This design comes from an exercise in tuning for small area on the open sky130 flow, not from production work.
The RTL of this run was laid out without a check of its function.
Power is estimated from default activity; no workload was simulated.

## flow/config.mk

```make
export PLATFORM = sky130hd
export DESIGN_NAME = tuya_rx_framer
export DESIGN_NICKNAME = tuya_rx_framer
export VERILOG_FILES = /design/flow/design.v
export SDC_FILE = /design/flow/constraint.sdc
export NUM_CORES = 4
export LEC_CHECK = 0
export CAP_MARGIN = 20
export CORE_MARGIN = 2
export CORE_UTILIZATION = 40
export PLACE_DENSITY = 0.6
export SLEW_MARGIN = 20
```

## flow/constraint.sdc

```tcl
create_clock -name core_clock -period 10.0 [get_ports {clk}]
set_input_delay 2.0000 -clock core_clock [delete_from_list [all_inputs] [get_ports {clk}]]
set_output_delay 2.0000 -clock core_clock [all_outputs]
set_load 0.01 [all_outputs]
```

## flow/design.v

```verilog
module tuya_rx_buffer #(
    parameter DEPTH = 64,
    parameter AW    = 6
) (
    input  wire          clk,
    input  wire          rst,
    input  wire          push,
    input  wire [7:0]    push_data,
    output wire          full,
    output wire [AW:0]   count,
    input  wire [AW-1:0] peek_a_off,
    output wire [7:0]    peek_a_data,
    input  wire [AW-1:0] peek_b_off,
    output wire [7:0]    peek_b_data,
    input  wire          consume,
    input  wire [AW:0]   consume_n
);
    reg [7:0]    mem [0:DEPTH-1];
    reg [AW-1:0] rd_ptr;
    reg [AW-1:0] wr_ptr;
    reg [AW:0]   cnt;
    wire [AW-1:0] addr_a = rd_ptr + peek_a_off;
    wire [AW-1:0] addr_b = rd_ptr + peek_b_off;
    assign peek_a_data = mem[addr_a];
    assign peek_b_data = mem[addr_b];
    assign full        = (cnt == DEPTH);
    assign count       = cnt;
    always @(posedge clk) begin
        if (push)
            mem[wr_ptr] <= push_data;
    end
    always @(posedge clk) begin
        if (rst) begin
            rd_ptr <= {AW{1'b0}};
            wr_ptr <= {AW{1'b0}};
            cnt    <= {(AW+1){1'b0}};
        end else begin
            if (push)
                wr_ptr <= wr_ptr + 1'b1;
            if (consume)
                rd_ptr <= rd_ptr + consume_n[AW-1:0];
            cnt <= cnt + {{AW{1'b0}}, push} - (consume ? consume_n : {(AW+1){1'b0}});
        end
    end
endmodule
module tuya_classify (
    input  wire [7:0] cmd,
    output reg  [3:0] kind,
    output reg        handled
);
    always @(*) begin
        case (cmd)
            8'h00: kind = 4'd0;    
            8'h01: kind = 4'd1;    
            8'h02: kind = 4'd2;    
            8'h03: kind = 4'd3;    
            8'h04: kind = 4'd4;    
            8'h05: kind = 4'd5;    
            8'h06: kind = 4'd6;    
            8'h07: kind = 4'd7;    
            8'h08: kind = 4'd8;    
            8'h1C: kind = 4'd9;    
            8'h21: kind = 4'd10;   
            8'h24: kind = 4'd11;   
            default: kind = 4'd12;  
        endcase
        case (kind)
            4'd0, 4'd1, 4'd2, 4'd6, 4'd7, 4'd8, 4'd9, 4'd10: handled = 1'b1;
            default: handled = 1'b0;
        endcase
    end
endmodule
module tuya_rx_framer (
    input  wire        clk,
    input  wire        rst,
    input  wire        in_valid,
    input  wire [7:0]  in_data,
    output wire        in_ready,
    output wire        out_valid,
    input  wire        out_ready,
    output wire [2:0]  out_kind,
    output wire [16:0] out_data,
    output wire [3:0]  out_class,
    output wire        out_last
);
    localparam RXBUF_CAP = 64;
    localparam MAXOUT    = 64;
    localparam [7:0] SYNC0 = 8'h55;
    localparam [7:0] SYNC1 = 8'hAA;
    localparam [2:0] EV_GARBAGE   = 3'd1;
    localparam [2:0] EV_OVERSIZED = 3'd2;
    localparam [2:0] EV_DECODE    = 3'd3;
    localparam [2:0] EV_FRAME     = 3'd4;
    localparam [2:0] EV_PAYLOAD   = 3'd5;
    localparam [2:0] EV_UNKNOWN   = 3'd6;
    localparam [16:0] ERR_BADSYNC  = 17'd2;
    localparam [16:0] ERR_LENGTH   = 17'd3;
    localparam [16:0] ERR_CHECKSUM = 17'd4;
    localparam [3:0] S_SCAN    = 4'd0;
    localparam [3:0] S_HDR     = 4'd1;
    localparam [3:0] S_WAIT    = 4'd2;
    localparam [3:0] S_DROP    = 4'd3;
    localparam [3:0] S_COPY    = 4'd4;
    localparam [3:0] S_SUM     = 4'd5;
    localparam [3:0] S_CHECK   = 4'd6;
    localparam [3:0] S_FRAME   = 4'd7;
    localparam [3:0] S_PAYLOAD = 4'd8;
    localparam [3:0] S_UNKNOWN = 4'd9;
    wire        buf_full;
    wire [6:0]  buf_count;
    reg  [5:0]  peek_a_off;
    reg  [5:0]  peek_b_off;
    wire [7:0]  peek_a;
    wire [7:0]  peek_b;
    reg         consume;
    reg  [6:0]  consume_n;
    wire push = in_valid && !buf_full;
    assign in_ready = !buf_full;
    tuya_rx_buffer #(.DEPTH(RXBUF_CAP), .AW(6)) u_rxbuf (
        .clk         (clk),
        .rst         (rst),
        .push        (push),
        .push_data   (in_data),
        .full        (buf_full),
        .count       (buf_count),
        .peek_a_off  (peek_a_off),
        .peek_a_data (peek_a),
        .peek_b_off  (peek_b_off),
        .peek_b_data (peek_b),
        .consume     (consume),
        .consume_n   (consume_n)
    );
    reg [7:0] fbuf [0:MAXOUT-1];
    reg [3:0]  state;
    reg [16:0] total;        
    reg [16:0] remaining;    
    reg [5:0]  idx;
    reg [7:0]  acc;          
    reg        ov;
    reg [2:0]  ov_kind;
    reg [16:0] ov_data;
    reg [3:0]  ov_class;
    reg        ov_last;
    assign out_valid = ov;
    assign out_kind  = ov_kind;
    assign out_data  = ov_data;
    assign out_class = ov_class;
    assign out_last  = ov_last;
    wire slot_free = !ov || out_ready;
    wire [7:0] f_ver = fbuf[2];
    wire [7:0] f_cmd = fbuf[3];
    wire [7:0] f_sum = fbuf[total[5:0] - 6'd1];
    wire [7:0] f_idx = fbuf[idx];
    wire [16:0] f_expected = {1'b0, fbuf[4], fbuf[5]} + 17'd7;
    wire [3:0] cmd_kind;
    wire       cmd_handled;
    tuya_classify u_classify (
        .cmd     (f_cmd),
        .kind    (cmd_kind),
        .handled (cmd_handled)
    );
    always @(*) begin
        peek_a_off = 6'd0;
        peek_b_off = 6'd1;
        consume    = 1'b0;
        consume_n  = 7'd0;
        case (state)
            S_SCAN: begin
                if (buf_count >= 7'd7 && !(peek_a == SYNC0 && peek_b == SYNC1) && slot_free) begin
                    consume   = 1'b1;
                    consume_n = 7'd1;
                end
            end
            S_HDR: begin
                peek_a_off = 6'd4;
                peek_b_off = 6'd5;
            end
            S_DROP: begin
                if (remaining != 17'd0 && buf_count != 7'd0) begin
                    consume   = 1'b1;
                    consume_n = 7'd1;
                end
            end
            S_COPY: begin
                peek_a_off = idx;
                if ({11'd0, idx} == total - 17'd1) begin
                    consume   = 1'b1;
                    consume_n = total[6:0];
                end
            end
            default: ;
        endcase
    end
    always @(posedge clk) begin
        if (state == S_COPY)
            fbuf[idx] <= peek_a;
    end
    always @(posedge clk) begin
        if (rst) begin
            state     <= S_SCAN;
            total     <= 17'd0;
            remaining <= 17'd0;
            idx       <= 6'd0;
            acc       <= 8'd0;
            ov        <= 1'b0;
            ov_kind   <= 3'd0;
            ov_data   <= 17'd0;
            ov_class  <= 4'd0;
            ov_last   <= 1'b0;
        end else begin
            if (ov && out_ready)
                ov <= 1'b0;
            case (state)
                S_SCAN: begin
                    if (buf_count >= 7'd7) begin
                        if (peek_a == SYNC0 && peek_b == SYNC1) begin
                            state <= S_HDR;
                        end else if (slot_free) begin
                            ov       <= 1'b1;
                            ov_kind  <= EV_GARBAGE;
                            ov_data  <= {9'd0, peek_a};
                            ov_class <= 4'd0;
                            ov_last  <= 1'b0;
                        end
                    end
                end
                S_HDR: begin
                    total <= {1'b0, peek_a, peek_b} + 17'd7;
                    state <= S_WAIT;
                end
                S_WAIT: begin
                    if (total > MAXOUT) begin
                        remaining <= total;
                        state     <= S_DROP;
                    end else if ({10'd0, buf_count} >= total) begin
                        idx   <= 6'd0;
                        state <= S_COPY;
                    end
                end
                S_DROP: begin
                    if (remaining != 17'd0) begin
                        if (buf_count != 7'd0)
                            remaining <= remaining - 17'd1;
                    end else if (slot_free) begin
                        ov       <= 1'b1;
                        ov_kind  <= EV_OVERSIZED;
                        ov_data  <= total;
                        ov_class <= 4'd0;
                        ov_last  <= 1'b0;
                        state    <= S_SCAN;
                    end
                end
                S_COPY: begin
                    idx <= idx + 6'd1;
                    if ({11'd0, idx} == total - 17'd1) begin
                        idx   <= 6'd0;
                        acc   <= 8'd0;
                        state <= S_SUM;
                    end
                end
                S_SUM: begin
                    acc <= acc + f_idx;
                    idx <= idx + 6'd1;
                    if ({11'd0, idx} == total - 17'd2)
                        state <= S_CHECK;
                end
                S_CHECK: begin
                    if (slot_free) begin
                        if (fbuf[0] != SYNC0 || fbuf[1] != SYNC1) begin
                            ov      <= 1'b1;
                            ov_kind <= EV_DECODE;
                            ov_data <= ERR_BADSYNC;
                            state   <= S_SCAN;
                        end else if (f_expected != total) begin
                            ov      <= 1'b1;
                            ov_kind <= EV_DECODE;
                            ov_data <= ERR_LENGTH;
                            state   <= S_SCAN;
                        end else if (acc != f_sum) begin
                            ov      <= 1'b1;
                            ov_kind <= EV_DECODE;
                            ov_data <= ERR_CHECKSUM;
                            state   <= S_SCAN;
                        end else begin
                            state   <= S_FRAME;
                        end
                        ov_class <= 4'd0;
                        ov_last  <= 1'b0;
                    end
                end
                S_FRAME: begin
                    if (slot_free) begin
                        ov       <= 1'b1;
                        ov_kind  <= EV_FRAME;
                        ov_data  <= {1'b0, f_ver, f_cmd};
                        ov_class <= cmd_kind;
                        ov_last  <= (total == 17'd7);
                        idx      <= 6'd6;
                        state    <= (total == 17'd7) ? S_UNKNOWN : S_PAYLOAD;
                    end
                end
                S_PAYLOAD: begin
                    if (slot_free) begin
                        ov       <= 1'b1;
                        ov_kind  <= EV_PAYLOAD;
                        ov_data  <= {9'd0, f_idx};
                        ov_class <= 4'd0;
                        ov_last  <= ({11'd0, idx} == total - 17'd2);
                        idx      <= idx + 6'd1;
                        if ({11'd0, idx} == total - 17'd2)
                            state <= S_UNKNOWN;
                    end
                end
                S_UNKNOWN: begin
                    if (!cmd_handled) begin
                        if (slot_free) begin
                            ov       <= 1'b1;
                            ov_kind  <= EV_UNKNOWN;
                            ov_data  <= {9'd0, f_cmd};
                            ov_class <= 4'd0;
                            ov_last  <= 1'b0;
                            state    <= S_SCAN;
                        end
                    end else begin
                        state <= S_SCAN;
                    end
                end
                default: state <= S_SCAN;
            endcase
        end
    end
endmodule
```

## flow/run.sh

```bash
#!/bin/bash
# synth_recipe.tcl (not shown) runs the flow's synth.tcl, then flattens the netlist and writes it again
# the make line also repeats each setting of config.mk as NAME=value (left out here)
make -C /OpenROAD-flow-scripts/flow DESIGN_CONFIG=/design/flow/config.mk WORK_HOME=/design/flow/orfs CLKGATE_MAP_FILE= SYNTH_SCRIPT=/design/flow/synth_recipe.tcl finish
```

==> impl_metrics.py <==
metrics = {
    "outcome": {
        "status": "no timing/DRC/antenna violations",
    },
    "setup_path": {
        "start_kind": "register",
        "worstSetupPathType": "register to register",
        "end_kind": "register",
        "cpMaxStageDelayCell": "fa_4",
        "cp_max_fo": 67,
        "crit_required_ps": 10600,
        "arrival_ps": 8650,
        "cpPeakStageDelay_ps": 1150,
    },
    "synth": {
        "synthFlopType": "edfxtp_1",
        "synth_edf_count": 1024,
        "yosysSeqAreaShare_pct": 58.67,
        "syn_area_um2": 55930,
        "synthCells": 3362,
        "syn_area_per_cell_um2": 16.64,
        "synth_fp_nets": 3427,
        "yosys_warnings": 3,
        "ys_async_sr_fraction_pct": 0,
        "synth_cell_types": 86,
        "yosys_register_bits": 1127,
    },
    "power_and_ir_drop": {
        "leakage_nw": 19.18,
        "internal_power_mw": 10.79,
        "irDropWorstVdd_mv": 0.2786,
        "p_clk_share_pct": 27.4,
        "p_sw_share_pct": 34.80,
        "pwr-share-seq_pct": 35.5,
        "power_frac_comb_pct": 37.1,
        "switchingPower_mw": 5.761,
        "cellPowerDensity_nw_per_um2": 265.1,
    },
    "cts": {
        "cts_buffers": 120,
        "clkSinkCount": 1127,
        "cts_tree": "yes",
        "ctsHoldBuffers": 0,
        "ctsHtreeMaxLevel": 3,
        "clock_latency_ps": 760,
        "post_cts_buffers": 0,
        "cts_buffer_depth": 3,
        "cts_resized": 0,
        "clkTransAtPathRegs_ps": 60,
        "cts-root-buf": "clkbuf_16",
    },
    "timing": {
        "final.setup.tns_ps": 0,
        "max_freq_mhz": 124.2,
        "min_period_over_period_pct": 80.50,
        "fin_skew_ps": 67.06,
        "setup_violations": 0,
        "hold_viol": 0,
        "rsz0062_at_grt": "no",
        "min_period_ps": 8050,
        "worstMarginPinSlew_ps": 1154,
        "slew_viol_final": 0,
        "relSlewSlack_pct": 22.81,
    },
    "place": {
        "portBuffers": 38,
        "place_area_um2": 58390,
        "gp_congestion": 0.8782,
        "hpwl_um": 104600,
    },
    "layout": {
        "drive_gt1_share_pct": 27.04,
        "fillCellCount": 12066,
        "final_common_cell": "edfxtp_1",
        "multi_input_area_um2": 22070,
        "final_cell_area_um2": 62450,
        "layout_common_cells": "edfxtp_1 (1,024), mux4_2 (595), nor2_1 (275), nand2_1 (196), clkbuf_16 (122)",
        "finalNetCount": 3421,
        "area_delta_synth_final_pct": 11.66,
        "final-seq-area_um2": 32830,
    },
    "detailed_routing": {
        "ant_nets": 0,
        "viasPerCell": 6.246,
        "wirelength_um": 163000,
        "wl_per_cell_um": 30.55,
        "route.detailed.drc": 0,
        "num_vias": 33329,
        "first_pass_iters": 7,
        "drt-initial-drc-count": 3942,
    },
    "floorplan": {
        "dieHeight_um": 377.9,
        "die_width_um": 377.9,
        "core_area_um2": 139200,
        "initial_core_util_pct": 40.18,
        "dieArea_um2": 142800,
        "ioPinCount": 39,
        "row_count": 137,
    },
    "grt": {
        "overflow": 0,
        "antenna_found_initial": 2,
        "track_usage_pct": 22.92,
        "grt_first_pass_wirelength_um": 236900,
        "grt_pass1_vias": 32673,
        "grt_start_max_net_pins": 108,
    },
    "job": {
        "max-cap-violations": 0,
    },
    "worst_hold_path": {
        "hp-class": "register to register",
    },
}
synthesized netlist by cell type (13+ instances only):
library cell  number  share of area, %
o21ai_0           56              0.50
inv_1             42              0.28
nand2_1          196               1.3
xnor2_1           54              0.85
a211oi_1          35              0.47
mux2i_1           85               1.5
mux2_2            14              0.28
buf_2             75              0.67
nand2b_1          19              0.21
a22oi_1           39              0.52
nor4_1            20              0.22
xor2_1            38              0.60
a21o_1            17              0.23
nor2b_1           30              0.34
nor2_1           289               1.9
or3_1             18              0.20
buf_4             19              0.26
a21oi_1           87              0.78
buf_1             24              0.16
clkbuf_1         115              0.77
and3_1            14              0.16
nand4_1           28              0.31
mux4_2           595                24
dfxtp_1          103               3.7
ha_1              49               1.1
edfxtp_1        1024                55
and2_1            13              0.15
nor3_1            41              0.37
a31oi_1           16              0.18
nand3_1           55              0.49
cell families after synthesis:
| group | synth area share, % |
|---|---|
| muxes | 25.84 |
| adders and majority gates | 1.257 |
| xor gates and xnor gates | 1.470 |
| and+or+nand+nor | 6.584 |
| buffers and inverters | 2.340 |
| DFF | 58.67 |
| AOI/OAI and AO/OA | 3.841 |
power groups by stage:
stage | clock [mW] | sequential [mW] | combinational, mW
6_report | 4.54 | 5.87 | 6.15
5_1_grt | 4.79 | 5.88 | 6.51
4_1_cts | 4.60 | 5.87 | 6.13
3_5_place_dp | 0 | 5.97 | 6.11
3_3_place_gp | 0 | 5.97 | 6.09
2_1_floorplan | 0 | 5.84 | 4.18
through the flow:
stage | setup WS (ps) | hold WS, ps | cells | power [mW] | util, %
3_5_place_dp | 2004 | 443.7 | 5108 | 12.08 | 41.95
6_report | 1950 | 451.5 | 5336 | 16.55 | 44.87
5_1_grt | 1441 | 469.3 | 5334 | 17.18 | 44.86
4_1_cts | 1965 | 451.6 | 5332 | 16.60 | 44.82
3_3_place_gp | 2054 | 438.6 | 5105 | 12.06 | 41.92
2_1_floorplan | 3149 | 432.3 | 3362 | 10.02 | -
registers in the layout (all words and copies together), names as in the netlist, named ones only:
signal / flops
fbuf: 512
u_rxbuf.mem: 512
ov_data: 17
remaining: 17
total: 17
acc: 8
u_rxbuf.cnt: 7
idx: 6
u_rxbuf.rd_ptr: 6
u_rxbuf.wr_ptr: 6
ov_class: 4
state: 4
ov_kind: 3
ov: 1
ov_last: 1
critical path: cells and delay by family (launching register included):
| kind | cells | cell delay, ps |
|---|---|---|
| buffers and inverters | 5 | 1150 |
| adders and majority gates | 5 | 2330 |
| muxes | 3 | 690 |
| xor gates and xnor gates | 2 | 280 |
| and+or+nand+nor | 6 | 1520 |
| AOI/OAI and AO/OA | 7 | 1270 |
| DFF | 1 | 620 |
per-layer routing:
metal	vias up	part of all wire (%)	routed length, um	global-route usage (%)
li1	13759	-	-	-
met1	17577	39	64000	31.08
met2	1716	48	78860	36.72
met3	275	8.7	14230	4.832
met4	2	3.6	5925	8.028
met5	-	0.0080	13	0
final cells by class:
| cell class | count | area share (%) |
|---|---|---|
| Inverter | 44 | 0.2685 |
| Timing Repair Buffer | 113 | 1.673 |
| Multi-Input combinational cell | 1950 | 35.34 |
| Sequential cell | 1127 | 52.57 |
| Tap cell | 1876 | 3.759 |
| Antenna cell | 2 | 0.008014 |
| Clock inverter | 66 | 1.222 |
| Clock buffer | 158 | 5.169 |
path summary, 6_finish.rpt:
path / endpoint / depth (start not counted) / from / slack [ps]
worst max-delay path: u_rxbuf.cnt[6] / 28 / state[2] / 1950
worst max register to register: u_rxbuf.cnt[6] / 28 / state[2] / 1950
worst min-delay path: ov_data[2] / 2 / ov_data[2] / 450
worst min register to register: ov_data[2] / 2 / ov_data[2] / 450

-- afterwards: timing with drivers on the ports --
The flow's constraints put no driver on any port. The routed layout listed below was extracted and timed again, unchanged, in two steps.
Step 1 assumes that a clkbuf_16 drives the clock port and a buf_2 every other input.
Step 2, shift: input delay + t, output delay - t, t = (earliest + latest rising clock arrival at the registers) / 2. This alone moves slack from input paths to output paths.
Slacks: ideal / step 1 / step 2; pairs: ideal / step 1.
shift t [ns]: 0.796
setup slack, ns: 1.950 / 1.950 / 1.950
worst slew at a driven data input, ns: 0.10
After both steps setup and hold are still met in this run. The setup slack of this run moves by 0.000 ns with the drivers and by 0.000 ns with both steps.
